This is an optimization exercise on Yosys and OpenROAD, whose aim is a short achievable clock period, not a production implementation.
RTL that was checked went through simulation tests only; none was proved equivalent to the original.
Power figures rest on the tool's default switching activity, not on a simulated workload.

==> run E: inputs <==
Design rd_dds, start of the top module:
module rd_dds (
  input  wire        clk,
  input  wire        rst,           
  input  wire [31:0] cmd,
  input  wire        cmd_valid,
  output wire        cmd_ready,
  input  wire        tick,
  input  wire        dial_active,
  input  wire        pulse,
  input  wire        db_release,
  input  wire        sf_inhibit,
  input  wire [1:0]  map_policy,
  output wire [7:0]  sample,
  output wire        out_en,
  output wire        busy,
  output wire [4:0]  digit,
  output wire        digit_valid,
  output wire        sf_arm,
  output wire        sf_cancel
);
export LEC_CHECK = 0
export ABC_CLOCK_PERIOD_IN_PS = 1500
export CAP_MARGIN = 20
export CORE_MARGIN = 2
export CORE_UTILIZATION = 35
export PLACE_DENSITY = 0.55
export SETUP_SLACK_MARGIN = 4.5
export SLEW_MARGIN = 20
create_clock -name core_clock -period 7.0 [get_ports {clk}]
run.sh (not shown) runs the stock make flow with config.mk's settings and CLKGATE_MAP_FILE= SYNTH_SCRIPT=/design/flow/synth_recipe.tcl, a recipe that flattens the netlist after the stock synthesis.
==> run F: changes against run E <==
--- a/flow/design.v
+++ b/flow/design.v
@@ -224,38 +224,36 @@
       end
     end
   end
   always @(posedge clk) begin
     hi_m1  <= hi - 16'd1;
     hi_is1 <= (hi == 16'd1);
   end
   reg        v1, v2, v3;
-  reg [7:0]  slot, slot1, slot2, wslot;
+  reg [7:0]  slot, slot1, wslot;
   reg [5:0]  pa01, pa23, pa45, pb01, pb23, pb45;
   reg [5:0]  qa, qa45, qb, qb45, ra_m, rb_m;
   wire [5:0] ka6 = k1a[5:0];
   wire [5:0] kb6 = k1b[5:0];
   always @(posedge clk) begin
     if (rst) begin
       v1    <= 1'b0;
       v2    <= 1'b0;
       v3    <= 1'b0;
       slot  <= 8'd0;
       slot1 <= 8'd0;
-      slot2 <= 8'd0;
       wslot <= 8'd0;
     end else begin
       v1    <= fresh && busy_q;
       v2    <= v1;
       v3    <= v2;
       slot  <= {slot[6:0], v3};
       slot1 <= slot;
-      slot2 <= slot1;
-      wslot <= slot2;
+      wslot <= slot1;
     end
   end
   always @(posedge clk) begin
     pa01 <= (dur6[0] ? ka6 : 6'd0) + (dur6[1] ? {ka6[4:0], 1'b0} : 6'd0);
     pa23 <= (dur6[2] ? {ka6[3:0], 2'b0} : 6'd0) + (dur6[3] ? {ka6[2:0], 3'b0} : 6'd0);
     pa45 <= (dur6[4] ? {ka6[1:0], 4'b0} : 6'd0) + (dur6[5] ? {ka6[0], 5'b0} : 6'd0);
     pb01 <= (dur6[0] ? kb6 : 6'd0) + (dur6[1] ? {kb6[4:0], 1'b0} : 6'd0);
     pb23 <= (dur6[2] ? {kb6[3:0], 2'b0} : 6'd0) + (dur6[3] ? {kb6[2:0], 3'b0} : 6'd0);
@@ -312,32 +310,23 @@
     cqb1 <= cb1;
     ua0 <= pa + cq0;
     ua1 <= pa + cq1;
     ua2 <= pa + cq2;
     ua3 <= pa + cq3;
     ub0 <= pb + cqb0;
     ub1 <= pb + cqb1;
   end
-  wire [6:0] la0, la1, la2, la3, lb0, lb1;
-  reg  [6:0] ta0, ta1, ta2, ta3, tb0, tb1;
-  rd_dds_sine   u_la0 (.idx(ua0[9:3]), .amp(la0));
-  rd_dds_sine   u_la1 (.idx(ua1[9:3]), .amp(la1));
-  rd_dds_sine   u_la2 (.idx(ua2[9:3]), .amp(la2));
-  rd_dds_sine   u_la3 (.idx(ua3[9:3]), .amp(la3));
-  rd_dds_sine34 u_lb0 (.idx(ub0[9:3]), .amp(lb0));
-  rd_dds_sine34 u_lb1 (.idx(ub1[9:3]), .amp(lb1));
-  always @(posedge clk) begin
-    ta0 <= la0;
-    ta1 <= la1;
-    ta2 <= la2;
-    ta3 <= la3;
-    tb0 <= lb0;
-    tb1 <= lb1;
-  end
+  wire [6:0] ta0, ta1, ta2, ta3, tb0, tb1;
+  rd_dds_sine   u_la0 (.idx(ua0[9:3]), .amp(ta0));
+  rd_dds_sine   u_la1 (.idx(ua1[9:3]), .amp(ta1));
+  rd_dds_sine   u_la2 (.idx(ua2[9:3]), .amp(ta2));
+  rd_dds_sine   u_la3 (.idx(ua3[9:3]), .amp(ta3));
+  rd_dds_sine34 u_lb0 (.idx(ub0[9:3]), .amp(tb0));
+  rd_dds_sine34 u_lb1 (.idx(ub1[9:3]), .amp(tb1));
   always @(posedge clk) begin
     for (j = 0; j < 8; j = j + 1) begin
       if (wslot[j]) begin
         if (j < 7) begin
           cra[7*j +: 7]  <= ta0;
           cr2a[7*j +: 7] <= ta2;
         end
         if (j < 6) begin
Settings changed: CTS_CLUSTER_DIAMETER set to 60, CTS_CLUSTER_SIZE set to 24.
==> run M: changes against run E <==
--- a/flow/design.v
+++ b/flow/design.v
@@ -224,38 +224,36 @@
       end
     end
   end
   always @(posedge clk) begin
     hi_m1  <= hi - 16'd1;
     hi_is1 <= (hi == 16'd1);
   end
   reg        v1, v2, v3;
-  reg [7:0]  slot, slot1, slot2, wslot;
+  reg [7:0]  slot, slot1, wslot;
   reg [5:0]  pa01, pa23, pa45, pb01, pb23, pb45;
   reg [5:0]  qa, qa45, qb, qb45, ra_m, rb_m;
   wire [5:0] ka6 = k1a[5:0];
   wire [5:0] kb6 = k1b[5:0];
   always @(posedge clk) begin
     if (rst) begin
       v1    <= 1'b0;
       v2    <= 1'b0;
       v3    <= 1'b0;
       slot  <= 8'd0;
       slot1 <= 8'd0;
-      slot2 <= 8'd0;
       wslot <= 8'd0;
     end else begin
       v1    <= fresh && busy_q;
       v2    <= v1;
       v3    <= v2;
       slot  <= {slot[6:0], v3};
       slot1 <= slot;
-      slot2 <= slot1;
-      wslot <= slot2;
+      wslot <= slot1;
     end
   end
   always @(posedge clk) begin
     pa01 <= (dur6[0] ? ka6 : 6'd0) + (dur6[1] ? {ka6[4:0], 1'b0} : 6'd0);
     pa23 <= (dur6[2] ? {ka6[3:0], 2'b0} : 6'd0) + (dur6[3] ? {ka6[2:0], 3'b0} : 6'd0);
     pa45 <= (dur6[4] ? {ka6[1:0], 4'b0} : 6'd0) + (dur6[5] ? {ka6[0], 5'b0} : 6'd0);
     pb01 <= (dur6[0] ? kb6 : 6'd0) + (dur6[1] ? {kb6[4:0], 1'b0} : 6'd0);
     pb23 <= (dur6[2] ? {kb6[3:0], 2'b0} : 6'd0) + (dur6[3] ? {kb6[2:0], 3'b0} : 6'd0);
@@ -312,32 +310,23 @@
     cqb1 <= cb1;
     ua0 <= pa + cq0;
     ua1 <= pa + cq1;
     ua2 <= pa + cq2;
     ua3 <= pa + cq3;
     ub0 <= pb + cqb0;
     ub1 <= pb + cqb1;
   end
-  wire [6:0] la0, la1, la2, la3, lb0, lb1;
-  reg  [6:0] ta0, ta1, ta2, ta3, tb0, tb1;
-  rd_dds_sine   u_la0 (.idx(ua0[9:3]), .amp(la0));
-  rd_dds_sine   u_la1 (.idx(ua1[9:3]), .amp(la1));
-  rd_dds_sine   u_la2 (.idx(ua2[9:3]), .amp(la2));
-  rd_dds_sine   u_la3 (.idx(ua3[9:3]), .amp(la3));
-  rd_dds_sine34 u_lb0 (.idx(ub0[9:3]), .amp(lb0));
-  rd_dds_sine34 u_lb1 (.idx(ub1[9:3]), .amp(lb1));
-  always @(posedge clk) begin
-    ta0 <= la0;
-    ta1 <= la1;
-    ta2 <= la2;
-    ta3 <= la3;
-    tb0 <= lb0;
-    tb1 <= lb1;
-  end
+  wire [6:0] ta0, ta1, ta2, ta3, tb0, tb1;
+  rd_dds_sine   u_la0 (.idx(ua0[9:3]), .amp(ta0));
+  rd_dds_sine   u_la1 (.idx(ua1[9:3]), .amp(ta1));
+  rd_dds_sine   u_la2 (.idx(ua2[9:3]), .amp(ta2));
+  rd_dds_sine   u_la3 (.idx(ua3[9:3]), .amp(ta3));
+  rd_dds_sine34 u_lb0 (.idx(ub0[9:3]), .amp(tb0));
+  rd_dds_sine34 u_lb1 (.idx(ub1[9:3]), .amp(tb1));
   always @(posedge clk) begin
     for (j = 0; j < 8; j = j + 1) begin
       if (wslot[j]) begin
         if (j < 7) begin
           cra[7*j +: 7]  <= ta0;
           cr2a[7*j +: 7] <= ta2;
         end
         if (j < 6) begin
Settings changed: CORE_UTILIZATION 35 to 55, PLACE_DENSITY 0.55 to 0.72, SETUP_SLACK_MARGIN 4.5 to 4.6.
==> notes.md <==
quantity                                                     run E           run M           run F
Result of the run                                   finished clean  finished clean  finished clean
Combined area of the multi-input logic cells            31200 um^2      33200 um^2      32400 um^2
Clock sink total                                               937             894             894
Clock transition at path regs                              0.06 ns         0.06 ns         0.09 ns
Number of well-tap cells placed                               2044            1276            2044
Endpoint arrival time on the critical path                 3.07 ns         3.29 ns         1.21 ns
HPWL Detailed                                               128 mm          129 mm          137 mm
Static leakage                                             23.8 nW         25.6 nW         24.3 nW
Worst Path Max Fanout                                            5               7               2
Adder-cell area share of the yosys netlist                   7.73%           7.73%           7.73%
Combinational fraction of design power                       10.5%           12.7%           12.4%
Multiplexer fraction of the synthesized cell area            1.96%          0.811%          0.811%
Power Density                                          205 nW/um^2     188 nW/um^2     185 nW/um^2
Clock period minus final worst setup slack                 2.65 ns         2.72 ns         2.61 ns
Clock share of power                                         44.2%           42.3%           40.5%
Area enclosed by the die boundary                      158000 um^2     101000 um^2     157000 um^2
Layout Utilization                                           41.1%           68.6%           41.9%
Total of flip-flops plus latches after synthesis               937             894             894
Area fraction of clock buffers and clock inverters           5.70%           4.97%           4.49%
Summed instance area of the synthesized netlist         54300 um^2      54000 um^2      54000 um^2
Peak clock frequency supported by timing                   378 MHz         367 MHz         383 MHz
Register fraction of the total cell area                     34.6%           31.8%           32.8%
For run E, only the layout was checked, not whether the RTL still works.

========
==> inputs of run a <==
Another version of the RTL of rd_dds (not shown whole).
Settings: LEC_CHECK=0, ABC_CLOCK_PERIOD_IN_PS=1500, CAP_MARGIN=20, CORE_MARGIN=2, CORE_UTILIZATION=40, PLACE_DENSITY=0.6, SETUP_SLACK_MARGIN=5, SLEW_MARGIN=20; clock period 7.0 ns.
==> run b: changes against run a <==
==> flow/config.mk (replaced) <==
export PLATFORM = sky130hd
export DESIGN_NAME = rd_dds
export DESIGN_NICKNAME = rd_dds
export VERILOG_FILES = /design/flow/design.v
export SDC_FILE = /design/flow/constraint.sdc
export NUM_CORES = 4
export LEC_CHECK = 0
export CAP_MARGIN = 20
export CORE_MARGIN = 2
export CORE_UTILIZATION = 40
export PLACE_DENSITY = 0.6
export SLEW_MARGIN = 20
==> flow_summary.toml <==
[outcome]
outcome = "complete, no violations"

[layout]
nNonClkBuffers = 95
drive_gt1_share_pct = 6.836
syn_to_final_growth_pct = 11.20

[pwr]
p_comb_uw = 999

[timing]
tightest_slew_ps = 1141

[drt]
wl_per_cell_microns = 20.69

[global_routing]
track_usage_pct = 24.37
That was run b.
==> flow_summary.toml <==
[outcome]
outcome = "complete, no violations"

[layout]
syn_to_final_growth_pct = 46.27
drive_gt1_share_pct = 35.46

[floorplan]
start_util_pct = 40.75

[drt]
wl_per_cell_microns = 24.49

[timing]
tightest_slew_ps = 1128

[pwr]
p_comb_mw = 1.64

[global_routing]
track_usage_pct = 30.20
That was run a.

-- what the ideal ports hide --
Ports are ideal in the flow. The routed layouts listed here were re-timed in OpenROAD.
Step 1, drivers: a clkbuf_16 drives clk and a buf_2 each remaining input, both assumed.
Step 2 moves the port delays by t, midway between the first and last clock arrival at a register: inputs arrive t later, outputs are due t later. That takes back most of the time a late clock gives input paths.
Slacks: ideal / step 1 / step 2; pairs: ideal / step 1.
run	t, ns	slack for setup (ns)	worst setup path after step 2	worst register clock-pin slew, ns
run E	0.783	4.353 / 4.273 / 3.490	input to register	0.07 / 0.07
run F	0.793	4.386 / 4.298 / 3.646	input to register	0.10 / 0.10
run M	0.744	4.276 / 4.276 / 3.678	input to register	0.08 / 0.08
run a	0.613	3.048 / 2.976 / 2.363	input to register	0.07 / 0.07
run b	0.612	1.273 / 1.238 / 0.626	input to register	0.06 / 0.06
After both steps setup and hold are still met in every run listed. For run E, which loses most, drivers alone change the setup slack by -0.080 ns; drivers and shift together by -0.863 ns.
